Context: an optimization exercise on an open-source flow, tuned for small area, a short achievable clock period and few clock cycles per item. The choices shown serve that exercise and are no tape-out recipe.
Where RTL was checked, it was by simulation tests only, not by an equivalence proof against the original.

==> zinc: inputs <==
==> flow/design.v (excerpt) <==
module aes128_ctr (
    input  wire         clk,
    input  wire         rst,
    input  wire         cmd_valid,
    output wire         cmd_ready,
    input  wire [2:0]   cmd_op,
    input  wire [4:0]   cmd_len,
    input  wire [127:0] cmd_data,
    output reg          res_valid,
    output reg          res_err,
    output reg  [127:0] res_data
);
  localparam OP_KEYEXP = 3'd0;
  localparam OP_ENCB   = 3'd1;
  localparam OP_SETCTR = 3'd2;
  localparam OP_CTRX   = 3'd3;
  localparam OP_CLR    = 3'd4;
  localparam NS = 20;           
  reg [127:0] key;
  reg         kvalid;
  reg [127:0] ctr;
  reg [128*NS-1:0] dt_all;      
  reg              s0_key;      
  reg              s0_set;      
  reg              s0_inc;      
  reg              s0_clr;      
  wire [127:0] ctr_now    = s0_clr ? 128'd0 :
                            s0_set ? dt_all[0 +: 128] :
                            s0_inc ? ctr + 128'd1 : ctr;
  wire         kvalid_now = s0_key | (kvalid & ~s0_clr);
  always @(posedge clk) begin
    ctr    <= ctr_now;
    kvalid <= kvalid_now;
    if (s0_key) key <= dt_all[0 +: 128];
  end
  reg         sk_v;
  reg         rdy;          
  reg [2:0]   sk_op;
  reg [4:0]   sk_len;
  reg [127:0] sk_data;
  reg [19:0]  kstep;        
  assign cmd_ready = rdy;
  wire         in_v    = sk_v | cmd_valid;
  wire [2:0]   in_op   = sk_v ? sk_op   : cmd_op;
  wire [4:0]   in_len  = sk_v ? sk_len  : cmd_len;
  wire [127:0] in_data = sk_v ? sk_data : cmd_data;
  wire op_key   = (in_op == OP_KEYEXP);
  wire op_enc   = (in_op == OP_ENCB);
  wire op_set   = (in_op == OP_SETCTR);
  wire op_ctr   = (in_op == OP_CTRX);
  wire op_clr   = (in_op == OP_CLR);
  wire op_ill   = in_op[2] & (in_op[1] | in_op[0]);
  wire len_big  = in_len[4] & (|in_len[3:0]);
  wire len_zero = ~(|in_len);
  wire kc_busy = |kstep[18:0];
  wire stall   = op_key & kc_busy;
  wire go    = in_v & ~stall & ~rst;    
  wire enc_go   = op_enc & kvalid_now;
  wire ctr_go   = op_ctr & kvalid_now & ~len_big & ~len_zero;
  wire cmd_err  = op_ill | (op_enc & ~kvalid_now) | (op_ctr & (~kvalid_now | len_big));
  wire [4:0] cmd_keep = enc_go ? 5'd16 : (ctr_go ? in_len : 5'd0);
  always @(posedge clk) begin
    sk_v <= in_v & stall & ~rst;
    rdy  <= ~(in_v & stall & ~rst);
    if (!sk_v) begin
      sk_op   <= cmd_op;
      sk_len  <= cmd_len;
      sk_data <= cmd_data;
    end
  ...
export LEC_CHECK = 0
export CAP_MARGIN = 20
export CORE_MARGIN = 2
export CORE_UTILIZATION = 50
export PLACE_DENSITY = 0.6
export SETUP_SLACK_MARGIN = 5
export SLEW_MARGIN = 20
export SYNTH_HIERARCHICAL = 1
create_clock -name core_clock -period 10.0 [get_ports {clk}]
standard.sh (not shown) runs the stock make flow with config.mk's settings and CLKGATE_MAP_FILE= SYNTH_SCRIPT=/design/flow/synth_recipe.tcl, a recipe that flattens the netlist after the stock synthesis.
==> flow/flow/run.sh <==
#!/bin/bash
set -euo pipefail
SETUP_MARGIN=6.2
bash standard.sh SETUP_SLACK_MARGIN=$SETUP_MARGIN finish > standard_flow.log 2>&1
==> inputs of amber, as changes to zinc <==
--- a/flow/design.v
+++ b/flow/design.v
@@ -199,23 +199,20 @@
   wire         kvalid_now = s0_key | (kvalid & ~s0_clr);
   always @(posedge clk) begin
     ctr    <= ctr_now;
     kvalid <= kvalid_now;
     if (s0_key) key <= dt_all[0 +: 128];
   end
-  reg         sk_v;
+  reg         sk_v;         
   reg         rdy;          
-  reg [2:0]   sk_op;
-  reg [4:0]   sk_len;
-  reg [127:0] sk_data;
   reg [19:0]  kstep;        
   assign cmd_ready = rdy;
   wire         in_v    = sk_v | cmd_valid;
-  wire [2:0]   in_op   = sk_v ? sk_op   : cmd_op;
-  wire [4:0]   in_len  = sk_v ? sk_len  : cmd_len;
-  wire [127:0] in_data = sk_v ? sk_data : cmd_data;
+  wire [2:0]   in_op   = sk_v ? OP_KEYEXP : cmd_op;
+  wire [4:0]   in_len  = cmd_len;
+  wire [127:0] in_data = sk_v ? dt_all[0 +: 128] : cmd_data;
   wire op_key   = (in_op == OP_KEYEXP);
   wire op_enc   = (in_op == OP_ENCB);
   wire op_set   = (in_op == OP_SETCTR);
   wire op_ctr   = (in_op == OP_CTRX);
   wire op_clr   = (in_op == OP_CLR);
   wire op_ill   = in_op[2] & (in_op[1] | in_op[0]);
@@ -228,17 +225,12 @@
   wire ctr_go   = op_ctr & kvalid_now & ~len_big & ~len_zero;
   wire cmd_err  = op_ill | (op_enc & ~kvalid_now) | (op_ctr & (~kvalid_now | len_big));
   wire [4:0] cmd_keep = enc_go ? 5'd16 : (ctr_go ? in_len : 5'd0);
   always @(posedge clk) begin
     sk_v <= in_v & stall & ~rst;
     rdy  <= ~(in_v & stall & ~rst);
-    if (!sk_v) begin
-      sk_op   <= cmd_op;
-      sk_len  <= cmd_len;
-      sk_data <= cmd_data;
-    end
     s0_key <= go & op_key;
     s0_set <= go & op_set;
     s0_inc <= go & ctr_go;
     s0_clr <= rst | (go & op_clr);
   end
   reg  [127:0] kc;
@@ -281,14 +273,15 @@
     if (!kc_busy)  kc <= in_data;
     else if (kwr)  kc <= knext;
   end
   reg [128*10-1:0] rk_all;
   integer kr;
   always @(posedge clk) begin
-    for (kr = 1; kr <= 10; kr = kr + 1)
-      if (kstep[2*kr-1]) rk_all[128*(kr-1) +: 128] <= knext;
+    for (kr = 1; kr <= 9; kr = kr + 1)
+      if (kstep[2*kr]) rk_all[128*(kr-1) +: 128] <= kc;
+    if (kstep[19]) rk_all[128*9 +: 128] <= knext;
   end
   reg [128*10-1:0] st_all;      
   reg [128*10-1:0] hu_all;      
   reg [64*10-1:0]  hm_all;      
   reg [NS-1:0]     v_all;       
   reg [NS-1:0]     e_all;       
@@ -378,28 +371,42 @@
       aes_sbox_b u_sbox (.a(s[127-8*i -: 8]), .m(m[63-4*i -: 4]), .y(sb[127-8*i -: 8]));
     end
     for (i = 0; i < 16; i = i + 1) begin : g_shift
       assign sr[127-8*i -: 8] = sb[127-8*((i % 4) + 4*(((i / 4) + (i % 4)) % 4)) -: 8];
     end
     for (c = 0; c < 4; c = c + 1) begin : g_mix
-      wire [7:0] a0 = sr[127-8*(4*c+0) -: 8];
-      wire [7:0] a1 = sr[127-8*(4*c+1) -: 8];
-      wire [7:0] a2 = sr[127-8*(4*c+2) -: 8];
-      wire [7:0] a3 = sr[127-8*(4*c+3) -: 8];
-      wire [7:0] d0 = {a0[6:0], 1'b0} ^ (a0[7] ? 8'h1b : 8'h00);
-      wire [7:0] d1 = {a1[6:0], 1'b0} ^ (a1[7] ? 8'h1b : 8'h00);
-      wire [7:0] d2 = {a2[6:0], 1'b0} ^ (a2[7] ? 8'h1b : 8'h00);
-      wire [7:0] d3 = {a3[6:0], 1'b0} ^ (a3[7] ? 8'h1b : 8'h00);
-      assign mc[127-8*(4*c+0) -: 8] = d0 ^ (d1 ^ a1) ^ a2 ^ a3;
-      assign mc[127-8*(4*c+1) -: 8] = a0 ^ d1 ^ (d2 ^ a2) ^ a3;
-      assign mc[127-8*(4*c+2) -: 8] = a0 ^ a1 ^ d2 ^ (d3 ^ a3);
-      assign mc[127-8*(4*c+3) -: 8] = (d0 ^ a0) ^ a1 ^ a2 ^ d3;
+      aes_mix_column u_mix (.a(sr[127-32*c -: 32]), .b(mc[127-32*c -: 32]));
     end
   endgenerate
   assign y = mc;
 endmodule
+module aes_mix_column (
+    input  wire [31:0] a,
+    output wire [31:0] b
+);
+  wire [31:0] t;     
+  wire [31:0] xt;    
+  wire [31:0] u;     
+  genvar i, k;
+  generate
+    for (i = 0; i < 4; i = i + 1) begin : g_byte
+      for (k = 0; k < 8; k = k + 1) begin : g_bit
+        sb_xor u_t (.a(a[31-8*i-7+k]), .b(a[31-8*((i+1)%4)-7+k]), .y(t[31-8*i-7+k]));
+        sb_xor u_u (.a(a[31-8*((i+1)%4)-7+k]), .b(t[31-8*((i+2)%4)-7+k]), .y(u[31-8*i-7+k]));
+        sb_xor u_b (.a(xt[31-8*i-7+k]), .b(u[31-8*i-7+k]), .y(b[31-8*i-7+k]));
+        if (k == 1 || k == 3 || k == 4) begin : g_red
+          sb_xor u_x (.a(t[31-8*i-7+k-1]), .b(t[31-8*i]), .y(xt[31-8*i-7+k]));
+        end else if (k == 0) begin : g_lsb
+          assign xt[31-8*i-7] = t[31-8*i];
+        end else begin : g_shl
+          assign xt[31-8*i-7+k] = t[31-8*i-7+k-1];
+        end
+      end
+    end
+  endgenerate
+endmodule
 module aes_last_round_b (
     input  wire [127:0] s,
     input  wire [63:0]  m,
     input  wire [127:0] rk,
     output wire [127:0] y
 );
==> flow/flow/run.sh (replaced) <==
#!/bin/bash
set -euo pipefail
SETUP_MARGIN=6.3
bash standard.sh SETUP_SLACK_MARGIN=$SETUP_MARGIN finish > standard_flow.log 2>&1
Settings changed: CTS_CLUSTER_DIAMETER from default to 100, CTS_CLUSTER_SIZE from default to 22.
==> flow_summary.yaml <==
outcome:
  status: "failed layout checks"
  so_faults: "antenna rules"
cells_and_area:
  num-multi-input-gates: 32206
  drive_above_1_share: 0.0962
  largest_reg_flops: 2560
worst_setup_path:
  critical_path.max_fanout: 4
routing:
  detail_route.first_pass.iterations: 8
  ant_nets: 2
clock_tree:
  worstSkewPairLatency_ns: 1.21
  clkSinkCount: 7756
grt:
  largest_net_degree_at_the_start_of_global_routing: 115
  globalRouteTotalUtil: 0.309
  via_count_of_the_first_global_routing_pass: 260375
  grt_first_pass_wirelength_mm: 1890
floorplanning:
  die_y_um: 921
synthesis:
  muxShareOfSynthArea: 0.00472
sta:
  max-slew-margin-rel: 0.149
[end of results for amber]
==> flow_summary.yaml <==
grt:
  largest_net_degree_at_the_start_of_global_routing: 158
  globalRouteTotalUtil: 0.316
floorplanning:
  die_y_um: 936
cells_and_area:
  num-multi-input-gates: 31122
  drive_above_1_share: 0.110
  largest_reg_flops: 2433
synthesis:
  muxShareOfSynthArea: 0.00561
outcome:
  status: "no timing/DRC/antenna violations"
worst_setup_path:
  critical_path.max_fanout: 7
routing:
  ant_nets: 0
clock_tree:
  clkSinkCount: 7764
sta:
  max-slew-margin-rel: 0.123
[end of results for zinc]
Testbench counts of zinc, summed over its fixed seeds: cycles 1,128, blocks 896.
Only the layout flow was run in amber; the RTL was not checked for function there.

-- afterwards: timing with drivers on the ports --
Ports are ideal in the flow. The routed layouts listed here were re-timed in OpenROAD.
Step 1 (the two cells are an assumption about what drives the block):
set clk [get_ports {clk}]
set_driving_cell -lib_cell sky130_fd_sc_hd__clkbuf_16 $clk
set_driving_cell -lib_cell sky130_fd_sc_hd__buf_2 [delete_from_list [all_inputs] $clk]
Step 2 also shifts input and output timing later by t, the mid clock arrival at the registers, as if the neighbouring blocks saw the same clock.
Three values: no drivers, after step 1, after step 2; two values: the first two.
run | t (ns) | slack for setup (ns) | clock arrival spread, ns | worst register clock-pin slew, ns
zinc | 1.375 | 5.955 / 5.935 / 5.269 | 0.168 / 0.168 | 0.07 / 0.07
amber | 1.276 | 6.187 / 6.056 / 5.203 | 0.180 / 0.180 | 0.10 / 0.10
The setup slack of amber, which loses most, moves by -0.131 ns with the drivers and by -0.984 ns with both steps.
